Background: an optimization exercise with open tools, aiming at small area, a short achievable clock period and few clock cycles per item. Do not read the settings as production practice.
At most, simulation tests tie the RTL to the original design; equivalence was not proved.
No functional check of the RTL was part of run 2.
No activity file was given, so power comes from the tool's default toggle rates.

==> design/flow/config.mk <==
export PLATFORM = sky130hd
export DESIGN_NAME = kx_recover
export DESIGN_NICKNAME = kx_recover
export VERILOG_FILES = /design/flow/design.v
export SDC_FILE = /design/flow/constraint.sdc
export NUM_CORES = 4
export LEC_CHECK = 0
export CAP_MARGIN = 20
export CORE_MARGIN = 2
export CORE_UTILIZATION = 30
export PLACE_DENSITY = 0.5
export SLEW_MARGIN = 20
==> design/flow/design.v <==
module kx_recover (
    input  wire        clk,
    input  wire        rst,
    input  wire        hdr_we,
    input  wire [5:0]  hdr_addr,
    input  wire [7:0]  hdr_wdata,
    input  wire        start,
    input  wire [6:0]  cfg_hdr_len,
    input  wire [19:0] cfg_ct_len,
    output wire        busy,
    input  wire        in_valid,
    output wire        in_ready,
    input  wire [31:0] in_data,
    output wire        out_valid,
    output wire [31:0] out_data,
    output wire [2:0]  out_count,
    output wire        done,
    output wire [3:0]  res_code,
    input  wire [5:0]  ks_addr,
    output wire [7:0]  ks_data
);
    localparam [3:0] E_NONE = 4'd0, E_EMPTY = 4'd2, E_SHORT = 4'd6;
    reg         busy_q;
    reg         done_q;
    reg  [3:0]  code_q;
    reg  [19:0] arem;         
    reg         lastw;        
    reg  [6:0]  ks_len;
    reg  [6:0]  hq;
    reg  [7:0]  hdr [0:63];
    reg  [7:0]  ks  [0:63];
    reg         der;          
    reg  [5:0]  p;            
    reg  [3:0]  umask;        
    reg  [1:0]  zrot;         
    reg  [31:0] r0, r1;       
    reg  [4:0]  ra;           
    reg         h1;           
    wire acc      = in_valid && busy_q;
    wire start_ok = start && !busy_q;
    assign busy      = busy_q;
    assign in_ready  = busy_q;
    assign done      = done_q;
    assign res_code  = code_q;
    assign out_valid = acc;
    assign out_count = (lastw && arem[1:0] != 2'd0) ? {1'b0, arem[1:0]} : 3'd4;
    wire [3:0]  dmask = der ? ~umask : 4'b0000;
    wire [3:0]  hsel = p[5:2];
    wire [31:0] hdr_rd = {hdr[{hsel, 2'd3}], hdr[{hsel, 2'd2}],
                          hdr[{hsel, 2'd1}], hdr[{hsel, 2'd0}]};
    wire [3:0]  ksel = busy_q ? ra[3:0] : ks_addr[5:2];
    wire [31:0] ks_rd  = {ks[{ksel, 2'd3}], ks[{ksel, 2'd2}],
                          ks[{ksel, 2'd1}], ks[{ksel, 2'd0}]};
    assign ks_data = ({1'b0, ks_addr} < ks_len) ? ks_rd[8*ks_addr[1:0] +: 8] : 8'd0;
    wire [31:0] fresh = hdr_rd ^ in_data;
    wire [31:0] ksw0  = {ks[3], ks[2], ks[1], ks[0]};
    wire [31:0] ksw1  = {ks[7], ks[6], ks[5], ks[4]};
    wire        w0    = der && (hsel == 4'd0);
    wire        w1    = der && (hsel == 4'd1);
    wire [31:0] z0    = w0 ? fresh : ksw0;
    wire [31:0] z1    = w1 ? fresh : ksw1;
    wire [63:0] win   = {r1, r0};
    genvar gj;
    generate
        for (gj = 0; gj < 4; gj = gj + 1) begin : lane
            wire [2:0] wsel = {1'b0, p[1:0]} + gj;
            wire [1:0] zsel = h1 ? 2'd0 : zrot + gj;
            wire [7:0] kw = win[8*wsel +: 8];
            wire [7:0] kz = z0[8*zsel +: 8];
            wire [7:0] k  = umask[gj] ? kz : kw;
            assign out_data[8*gj +: 8] = dmask[gj] ? hdr_rd[8*gj +: 8]
                                                   : (k ^ in_data[8*gj +: 8]);
        end
    endgenerate
    wire [6:0] t    = {1'b0, p} + 7'd4;
    wire       wrap = (t >= hq);
    wire [6:0] u    = t - hq;
    wire [6:0] u2   = u - hq;
    wire [6:0] pn7  = h1 ? 7'd0 : !wrap ? t : (u >= hq) ? u2 : u;
    wire [6:0] hh   = start_ok ? cfg_hdr_len : hq;
    wire [6:0] pp   = start_ok ? 7'd0 : pn7;
    wire [6:0] e    = hh - pp;            
    reg  [3:0] um_n;
    integer j;
    always @(*)
        for (j = 0; j < 4; j = j + 1)
            um_n[j] = (e <= j);
    integer i;
    always @(posedge clk) begin
        for (i = 0; i < 64; i = i + 1)
            if (hdr_we && !busy_q && hdr_addr == i)
                hdr[i] <= hdr_wdata;
    end
    always @(posedge clk) begin
        for (i = 0; i < 64; i = i + 1)
            if (acc && dmask[i % 4] && hsel == (i / 4))
                ks[i] <= fresh[8*(i % 4) +: 8];
    end
    always @(posedge clk) begin
        if (start_ok || acc) begin
            p     <= pp[5:0];
            umask <= um_n;
            zrot  <= 2'd0 - e[1:0];
        end
        if (start_ok) begin
            der  <= 1'b1;
            hq   <= cfg_hdr_len;
            h1   <= (cfg_hdr_len == 7'd1);
            ra   <= 5'd2;
            arem <= cfg_ct_len;
            lastw <= (cfg_ct_len <= 20'd4);
        end else if (acc) begin
            if (wrap) begin
                der <= 1'b0;
                r0  <= z0;
                r1  <= z1;
                ra  <= 5'd2;
            end else begin
                r0  <= r1;
                r1  <= ks_rd;
                ra  <= ra + 5'd1;
            end
            arem  <= arem - 20'd4;
            lastw <= (arem <= 20'd8);
        end
    end
    always @(posedge clk) begin
        if (rst) begin
            busy_q <= 1'b0;
            done_q <= 1'b0;
            ks_len <= 7'd0;
            code_q <= E_NONE;
        end else begin
            done_q <= 1'b0;
            if (start_ok) begin
                code_q <= E_NONE;
                if (cfg_ct_len == 20'd0) begin
                    code_q <= E_EMPTY;
                    done_q <= 1'b1;
                    ks_len <= 7'd0;
                end else if (cfg_ct_len < {13'd0, cfg_hdr_len}) begin
                    code_q <= E_SHORT;
                    done_q <= 1'b1;
                    ks_len <= 7'd0;
                end else begin
                    busy_q <= 1'b1;
                    ks_len <= cfg_hdr_len;
                end
            end else if (acc && lastw) begin
                done_q <= 1'b1;
                busy_q <= 1'b0;
            end
        end
    end
endmodule
==> design/flow/constraint.sdc <==
create_clock -name core_clock -period 10.0 [get_ports {clk}]
set_input_delay 2.0000 -clock core_clock [delete_from_list [all_inputs] [get_ports {clk}]]
set_output_delay 2.0000 -clock core_clock [all_outputs]
set_load 0.01 [all_outputs]
==> design/flow/run.sh <==
#!/bin/bash
# synth_recipe.tcl (not shown) runs the flow's synth.tcl, then flattens the netlist and writes it again
# the make line also repeats each setting of config.mk as NAME=value (left out here)
make -C /OpenROAD-flow-scripts/flow DESIGN_CONFIG=/design/flow/config.mk WORK_HOME=/design/flow/orfs CLKGATE_MAP_FILE= SYNTH_SCRIPT=/design/flow/synth_recipe.tcl finish
==> results of run 1 <==
worst max-delay path: cells and delay by family, from the launching register on:
kind	cells	cell delay (ns)
and+or+nand+nor	1	0.77
DFF	1	0.50
adders and majority gates	1	0.47
buffers and inverters	4	1.54
AOI/OAI and AO/OA	7	2.45
final timing paths:
check	from	to	slack, ns
hold / removal	code_q[2]	code_q[2]	0.46
setup / recovery	p[3]	out_data[27]	1.44
hold reg to reg	code_q[2]	code_q[2]	0.46
setup reg to reg	p[4]	umask[3]	2.75
sequential cells by signal, summed over array words and instances, names as in the netlist:
signal,count
zrot,2
lastw,1
h1,1
r1,32
done_q,1
code_q,2
ks,512
hdr,512
hq,7
p,6
r0,32
ra,4
busy_q,1
umask,4
arem,20
ks_len,7
der,1
layout make-up:
type	count	area, sq um	share of cell area [%]
sequential	1145	34200	56.5
timing repair buffer	293	2520	4.17
clock inverter	76	1030	1.71
tap	2310	2890	4.78
antenna	12	30.0	0.0497
clock buffer	154	3340	5.53
inverter	69	260	0.430
multi-input combinational	2336	16200	26.8
per-layer routing:
layer / vias up / GRT usage, %
met5: - / 0
li1: 15500 / -
met1: 18800 / 31.0
met4: 2 / 13.7
met3: 431 / 4.14
met2: 2124 / 36.4
cells in the final DEF (no fill, tap or decap), types with 25 or more instances in the layout:
cell,instances
edfxtp_1,1122
nand2_1,299
nor2_1,294
a22oi_1,213
buf_4,157
o21ai_0,147
a21oi_1,134
clkbuf_16,130
clkdlybuf4s50_1,124
mux2i_1,87
a222oi_1,81
nand3_1,80
inv_1,64
xnor2_1,60
a31oi_1,54
nor3_1,50
mux4_2,46
o22ai_1,45
xor2_1,41
ha_1,38
a211oi_1,35
a22o_1,29
o211ai_1,29
and2_1,28
clkinv_1,27
a221oi_1,26
nor2b_1,25
through the flow:
stage	cell area (sq um)	setup WS [ns]	utilization (%)	hold WS, ns	instances
after floorplan	51700	3.88	-	0.445	3810
after global placement	56000	1.50	32.7	0.453	6148
after detailed placement	56000	1.69	32.7	0.455	6151
after CTS	60400	1.43	35.3	0.463	6381
after global routing	60400	1.25	35.3	0.500	6386
final	60500	1.44	35.3	0.459	6395
cell families (layout without fill, tap and decap cells):
kind of cell	after synthesis	in the layout	synth area share (%)
and+or+nand+nor	973	973	8.90
DFF	1145	1145	66.1
muxes	156	156	4.19
other	1	14	0.00725
xor gates and xnor gates	103	103	1.76
AOI/OAI and AO/OA	1057	1057	15.1
buffers and inverters	329	592	2.88
adders and majority gates	45	45	1.13
report_power, final:
group | switching, W | internal (W) | total [W]
sequential | 0.0000978 | 0.00584 | 0.00594
combinational | 0.00343 | 0.00144 | 0.00488
clock | 0.00209 | 0.00285 | 0.00493
==> qor.yml, run 1 <==
status: "timing/DRC/antenna clean"
rsz0062_at_grt: "false"
power.density_nw_per_um2: 261
ff2ff_path_depth: 24
grt_use_total_pct: 23.5
slowest_stage: "nor3b_2"
synth_top_area_share_pct: 65.2
whs_path_depth: 2
power_w: 0.0158
grt_pass1_wl_um: 287000
period_needed_ns: 8.56
synthTopCellsByArea: "edfxtp_1 (65%), a22oi_1 (3.2%), nor2_1 (2.2%)"
antenna_found_initial: 14
ioPinCount: 135
synth.distinct_cells: 107
crit_arrival_ns: 6.56
p_leak_nw: 19.1
dp_hpwl_um: 147000
dr_wl_met2_um: 95700
async_flop_share_pct: 0
maxCapViolations: 0
worstSetupPathType: "reg -> out"
irDropWorstVdd_mv: 0.186
wl_met3_um: 17000
wl_per_cell_um: 33.0
portBuffers: 132
cts_setup_buffers: 0
dieArea_sq_um: 176000
path_cells: "inv_1 > ha_4 > buf_4 > nor3b_2 > a222oi_1 > o2111ai_1 > o21ai_0 > a31oi_1 > o22ai_1 > o21a_1 > o31ai_1 > buf_4 > clkdlybuf4s50_1"
cts_hold_buffers: 0
wl_met1_um: 84300
drive_above_1_share_pct: 12.0
nets: 4104
cp_common_cell: "buf_4"
hp-class: "reg -> reg"
synth-edff-count: 1122
cts_htree_levels: 4
grt_pass1_vias: 34600
path_clk_slew_ns: 0.06
setup.worst_path.start_class: "flip-flop"
yosysMostFrequentCell: "edfxtp_1"
synth_ff_type: "edfxtp_1"
worst-path-max-fanout: 40
core_area_sq_um: 171000
slowest_delay_ns: 0.77
worstMarginPinSlew_ns: 1.24
synth_warnings: 3
synthesis.area_sq_um: 51700
fin_crit_sh_pct: 85.6
via_per_inst: 5.78
wirelength_um: 211000
relSlewSlack_pct: 17.0
fillerInstances: 16500
cp_data_required_time_ns: 8.00
hold_violations: 0
drc: 0
setup_tns_ns: 0
finalSetupViolCount: 0
drt-initial-drc-count: 5536
ys_seq_area_share_pct: 66.1
globalRouteOverflowTotal: 0
dieWidth_um: 419
grt_max_degree: 66
end_kind: "output pin"
yosysTopAreaCell: "edfxtp_1"
fmax_ghz: 0.117
syn_avg_cell_area_sq_um: 13.6
num_rows: 152
cts_resized: 0
syn2layout_area_growth_pct: 17.0
clockRootBuffer: "clkbuf_16"
netlist_instances: 3809
clock-sinks: 1145
finClkSkew_ns: 0.0395
synth_commonest_cells: "edfxtp_1 (1,122), nor2_1 (307), nand2_1 (299), a22oi_1 (217), o21ai_0 (147)"
synth-seq-cells: 1145
dr.max_layer_used: "met5"
vias: 36900
slew_violations: 0
cts_tree: "yes"
start_util_pct: 30.2
dieHeight_um: 419
dr.pass1.iters: 9
ant_nets: 0
ctsLongestPathBuffers: 3
cts_buffers: 130
insertion_delay_ns: 0.81
routabilityCongestion: 0.952
Testbench counts, summed over its fixed seeds: cycles 31,315, bytes 123,176.
==> run 2, diff against run 1 <==
--- a/design/flow/design.v
+++ b/design/flow/design.v
@@ -62,2 +62,4 @@
     wire [63:0] win   = {r1, r0};
+    wire [3:0] bsel = 4'b0001 << p[1:0];
+    wire [3:0] zsel = h1 ? 4'b0000 : (4'b0001 << zrot);   
     genvar gj;
@@ -65,9 +67,14 @@
         for (gj = 0; gj < 4; gj = gj + 1) begin : lane
-            wire [2:0] wsel = {1'b0, p[1:0]} + gj;
-            wire [1:0] zsel = h1 ? 2'd0 : zrot + gj;
-            wire [7:0] kw = win[8*wsel +: 8];
-            wire [7:0] kz = z0[8*zsel +: 8];
-            wire [7:0] k  = umask[gj] ? kz : kw;
-            assign out_data[8*gj +: 8] = dmask[gj] ? hdr_rd[8*gj +: 8]
-                                                   : (k ^ in_data[8*gj +: 8]);
+            wire       uw = !umask[gj] && !dmask[gj];
+            wire       uz = umask[gj] && !dmask[gj];
+            wire [7:0] kw = ({8{bsel[0] & uw}} & win[8*(gj+0) +: 8]) |
+                            ({8{bsel[1] & uw}} & win[8*(gj+1) +: 8]) |
+                            ({8{bsel[2] & uw}} & win[8*(gj+2) +: 8]) |
+                            ({8{bsel[3] & uw}} & win[8*(gj+3) +: 8]);
+            wire [7:0] kz = ({8{(zsel[(4-gj)%4] | h1) & uz}} & z0[ 7: 0]) |
+                            ({8{zsel[(5-gj)%4] & uz}} & z0[15: 8]) |
+                            ({8{zsel[(6-gj)%4] & uz}} & z0[23:16]) |
+                            ({8{zsel[(7-gj)%4] & uz}} & z0[31:24]);
+            wire [7:0] kd = {8{dmask[gj]}} & fresh[8*gj +: 8];
+            assign out_data[8*gj +: 8] = (kw | kz | kd) ^ in_data[8*gj +: 8];
         end
--- a/design/flow/config.mk
+++ b/design/flow/config.mk
@@ -11,2 +11,3 @@
 export PLACE_DENSITY = 0.5
+export SETUP_SLACK_MARGIN = 5
 export SLEW_MARGIN = 20
==> run 2 against run 1 <==
  * First-iteration DRC count is 6.4% higher
  * Fmax grew 28%
  * Clock-buffer cell count is 15 higher
  * Via count increased by 6.0%
  * Synthesized cell count shrank 1.2%
  * Sequential share of layout area is 5.2 points lower
  * Largest cell class unchanged
  * Largest power group is now combinational cells
==> qor.yml, run 2 <==
status: "timing/DRC/antenna clean"  # unchanged
multi_input_area_sq_um: 18500  # was 16,200 sq um
synthSimpleGateAreaFrac_pct: 9.06  # was 8.90%
period_needed_ns: 6.67  # was 8.56 ns
netlist_instances: 3763  # was 3,809
worst-path-max-fanout: 5  # was 40
via_per_inst: 5.95  # was 5.78
synth_fa_ha_area_share_pct: 1.15  # was 1.13%
num_rows: 151  # was 152
ioPinCount: 135  # unchanged
drt-initial-drc-count: 5889  # was 5,536
core_area_sq_um: 169000  # was 171,000 sq um
muxShareOfSynthArea_pct: 4.13  # was 4.19%
cts_hold_buffers: 0  # unchanged
wl_met1_um: 86000  # was 84,300 um
dieArea_sq_um: 174000  # was 176,000 sq um
drive_above_1_share_pct: 28.2  # was 12.0%
setup_tns_ns: 0  # unchanged
ant_nets: 0  # unchanged
worstSetupPathType: "in -> out"  # was reg -> out
cp_data_required_time_ns: 8.00  # about the same
worstMarginPinSlew_ns: 1.25  # was 1.24 ns
dp_hpwl_um: 142000  # was 147,000 um
syn_avg_cell_area_sq_um: 13.6  # about the same
synth.distinct_cells: 100  # was 107
cts_tree: "yes"  # unchanged
grt_pass1_vias: 37300  # was 34,600
p_leak_nw: 22.0  # was 19.1 nW
setup.worst_path.start_class: "input pin"  # was flip-flop
routabilityCongestion: 0.967  # was 0.952
cts_htree_levels: 4  # unchanged
insertion_delay_ns: 0.79  # was 0.81 ns
antenna_found_initial: 14  # unchanged
synth-seq-cells: 1145  # unchanged
dr.max_layer_used: "met5"  # unchanged
irDropWorstVdd_mv: 0.139  # was 0.186 mV
slew_violations: 0  # unchanged
hold_violations: 0  # unchanged
finalSetupViolCount: 0  # unchanged
synth_top_family_by_area: "compound AO/OA/AOI/OAI gates"  # unchanged
dr_wl_met2_um: 101000  # was 95,700 um
finClkSkew_ns: 0.0279  # was 0.0395 ns
rsz0062_at_grt: "true"  # was false
synth_compound_area_share_pct: 14.6  # was 15.1%
dr.pass1.iters: 10  # was 9
ctsLongestPathBuffers: 3  # unchanged
synth_ff_type: "edfxtp_1"  # unchanged
fmax_ghz: 0.150  # was 0.117 GHz
clockRootBuffer: "clkbuf_16"  # unchanged
vias: 39100  # was 36,900
async_flop_share_pct: 0  # unchanged
dp.cells: 5989  # was 6,151
grt_use_total_pct: 25.3  # was 23.5%
wirelength_um: 226000  # was 211,000 um
final_common_cell: "edfxtp_1"  # unchanged
ys_seq_area_share_pct: 66.8  # was 66.1%
grt_pass1_wl_um: 307000  # was 287,000 um
wl_per_cell_um: 34.4  # was 33.0 um
relSlewSlack_pct: 16.4  # was 17.0%
portBuffers: 132  # unchanged
crit_arrival_ns: 4.67  # was 6.56 ns
synth-edff-count: 1122  # unchanged
power.density_nw_per_um2: 257  # was 261 nW/um^2
end_kind: "output pin"  # unchanged
synthTopCellsByArea: "edfxtp_1 (66%), a22oi_1 (2.7%), nor2_1 (2.1%)"  # was edfxtp_1 (65%), a22oi_1 (3.2%), nor2_1 (2.2%)
cts_buffers: 132  # was 130
grt_max_degree: 65  # was 66
synth_commonest_cells: "edfxtp_1 (1,122), nor2_1 (291), nand2_1 (275), a22oi_1 (182), clkbuf_1 (142)"  # was edfxtp_1 (1,122), nor2_1 (307), nand2_1 (299), a22oi_1 (217), o21ai_0 (147)
synthXorXnorAreaFrac_pct: 1.53  # was 1.76%
hold_ws_ns: 0.472  # was 0.459 ns
seq_area_sq_um: 34200  # unchanged
nets: 4388  # was 4,104
drc: 0  # unchanged
maxCapViolations: 0  # unchanged
layout_common_cells: "edfxtp_1 (1,122), buf_4 (314), nand2_1 (263)"  # was edfxtp_1 (1,122), nand2_1 (299), nor2_1 (294)
path_clk_slew_ns: 0.06  # about the same
syn2layout_area_growth_pct: 30.2  # was 17.0%
dieWidth_um: 417  # was 419 um
globalRouteOverflowTotal: 0  # unchanged
start_util_pct: 30.2  # about the same
stdcell_count: 6581  # was 6,395
dieHeight_um: 417  # was 419 um
reg_top3: "hdr x512, ks x512"  # unchanged
wl_met3_um: 22700  # was 17,000 um
fin_crit_sh_pct: 66.7  # was 85.6%
synth_top_area_share_pct: 65.9  # was 65.2%
hp-class: "reg -> reg"  # unchanged
synthesis.area_sq_um: 51100  # was 51,700 sq um
clock-sinks: 1145  # unchanged
synth_warnings: 3  # unchanged
yosysMostFrequentCell: "edfxtp_1"  # unchanged
fillerInstances: 15900  # was 16,500
yosysTopAreaCell: "edfxtp_1"  # unchanged
## run 2: cell count changes in the layout (fill, tap and decap cells not counted), moves of 37 or more
cell | previous run | this run
o21ai_0 | 147 | 104
a22o_1 | 29 | 66
buf_12 | 2 | 56
clkdlybuf4s50_1 | 124 | 69
buf_6 | 2 | 76
buf_4 | 157 | 314
nor2_1 | 294 | 246
a22oi_1 | 213 | 155
## run 2: worst paths after layout
check / start / endpoint / slack [ns] / cells after the start
worst max-delay path: ks_addr[4] / ks_data[2] / 3.33 / 10
worst min-delay path: ks_len[2] / ks_len[2] / 0.47 / 2
worst max register to register: p[3] / umask[1] / 4.78 / 26
worst min register to register: ks_len[2] / ks_len[2] / 0.47 / 2
## run 2: cell type report
cell class	instances	area share, %
tap	2218	4.17
multi-input combinational	2301	27.8
clock inverter	66	1.02
clock buffer	169	5.31
timing repair buffer	616	9.93
inverter	62	0.436
sequential	1145	51.3
timing repair inverter	1	0.00752
antenna	3	0.0113
## run 2: cells by family (layout without fill, tap and decap cells)
kind of cell / after synthesis / in the layout
AO/OA/AOI/OAI: 1012 / 1012
AND/OR/NAND/NOR: 974 / 977
adder cells (fa/ha/maj): 45 / 45
buffers and inverters: 321 / 914
other: 1 / 5
flip-flops: 1145 / 1145
multiplexers: 176 / 176
XOR/XNOR: 89 / 89
## run 2: through the flow
step / power (W) / worst slack [ns] / util, % / area [sq um]
2_1_floorplan: 0.00852 / 4.02 / - / 51800
4_1_cts: 0.0167 / 3.28 / 38.5 / 65200
3_5_place_dp: 0.0107 / 1.84 / 32.9 / 55700
6_report: 0.0171 / 3.33 / 39.3 / 66500
3_3_place_gp: 0.0107 / 1.88 / 32.9 / 55700
5_1_grt: 0.0175 / 3.30 / 39.3 / 66500
## run 2: report_power, final
part	total, W	internal, W	switching (W)
Combinational	0.00636	0.00234	0.00402
Sequential	0.00593	0.00584	0.0000940
Clock	0.00481	0.00272	0.00210
## run 2: timing repair
item,4_1_cts,5_1_grt
cloned,31,5
pin swaps,193,129
endpoints found under the setup margin,185,44
gates resized for setup,727,141
endpoints found under the hold margin,0,0
buffers inserted,251,64
## run 2: critical path, cell delays in order
cell and delay, ns:
buf_12 0.11, and3b_2 0.24, buf_6 0.13, or2_4 0.31, a222oi_1 0.49, o22ai_1 0.16, o32a_1 0.41, mux4_2 0.54
nor2b_4 0.15, buf_6 0.11
## run 2: metal layers
| metal | track usage (%) | vias up |
|---|---|---|
| met5 | 0 | - |
| met4 | 14.9 | 4 |
| met3 | 5.68 | 573 |
| met2 | 39.2 | 2544 |
| met1 | 32.5 | 20000 |
| li1 | - | 16000 |

==> separate check: timing with driven ports <==
Ports are ideal in the flow. The routed layouts listed here were re-timed in OpenROAD.
Step 1 sets driving cells, clkbuf_16 on the clock port and buf_2 on the other inputs (assumed; they add their load-dependent delay and slew).
Step 2 adds t to the input delays and takes it off the output delays; t is the mean of the earliest and latest rising clock arrival at the registers after step 1. Input paths then give back, and output paths get back, about the clock's delay inside the block.
a / b / c = ideal / step 1 / step 2; a / b = the first two.
run | t, ns | setup slack, ns | worst register clock-pin slew, ns | worst slew at a driven data input, ns
run 1 | 0.859 | 1.442 / 1.371 / 1.564 | 0.07 / 0.07 | 0.19
run 2 | 0.861 | 3.334 / 3.247 / 3.247 | 0.07 / 0.07 | 0.17
After both steps setup and hold are still met in every run listed. For run 2, which loses most, drivers alone change the setup slack by -0.087 ns; drivers and shift together by -0.087 ns.
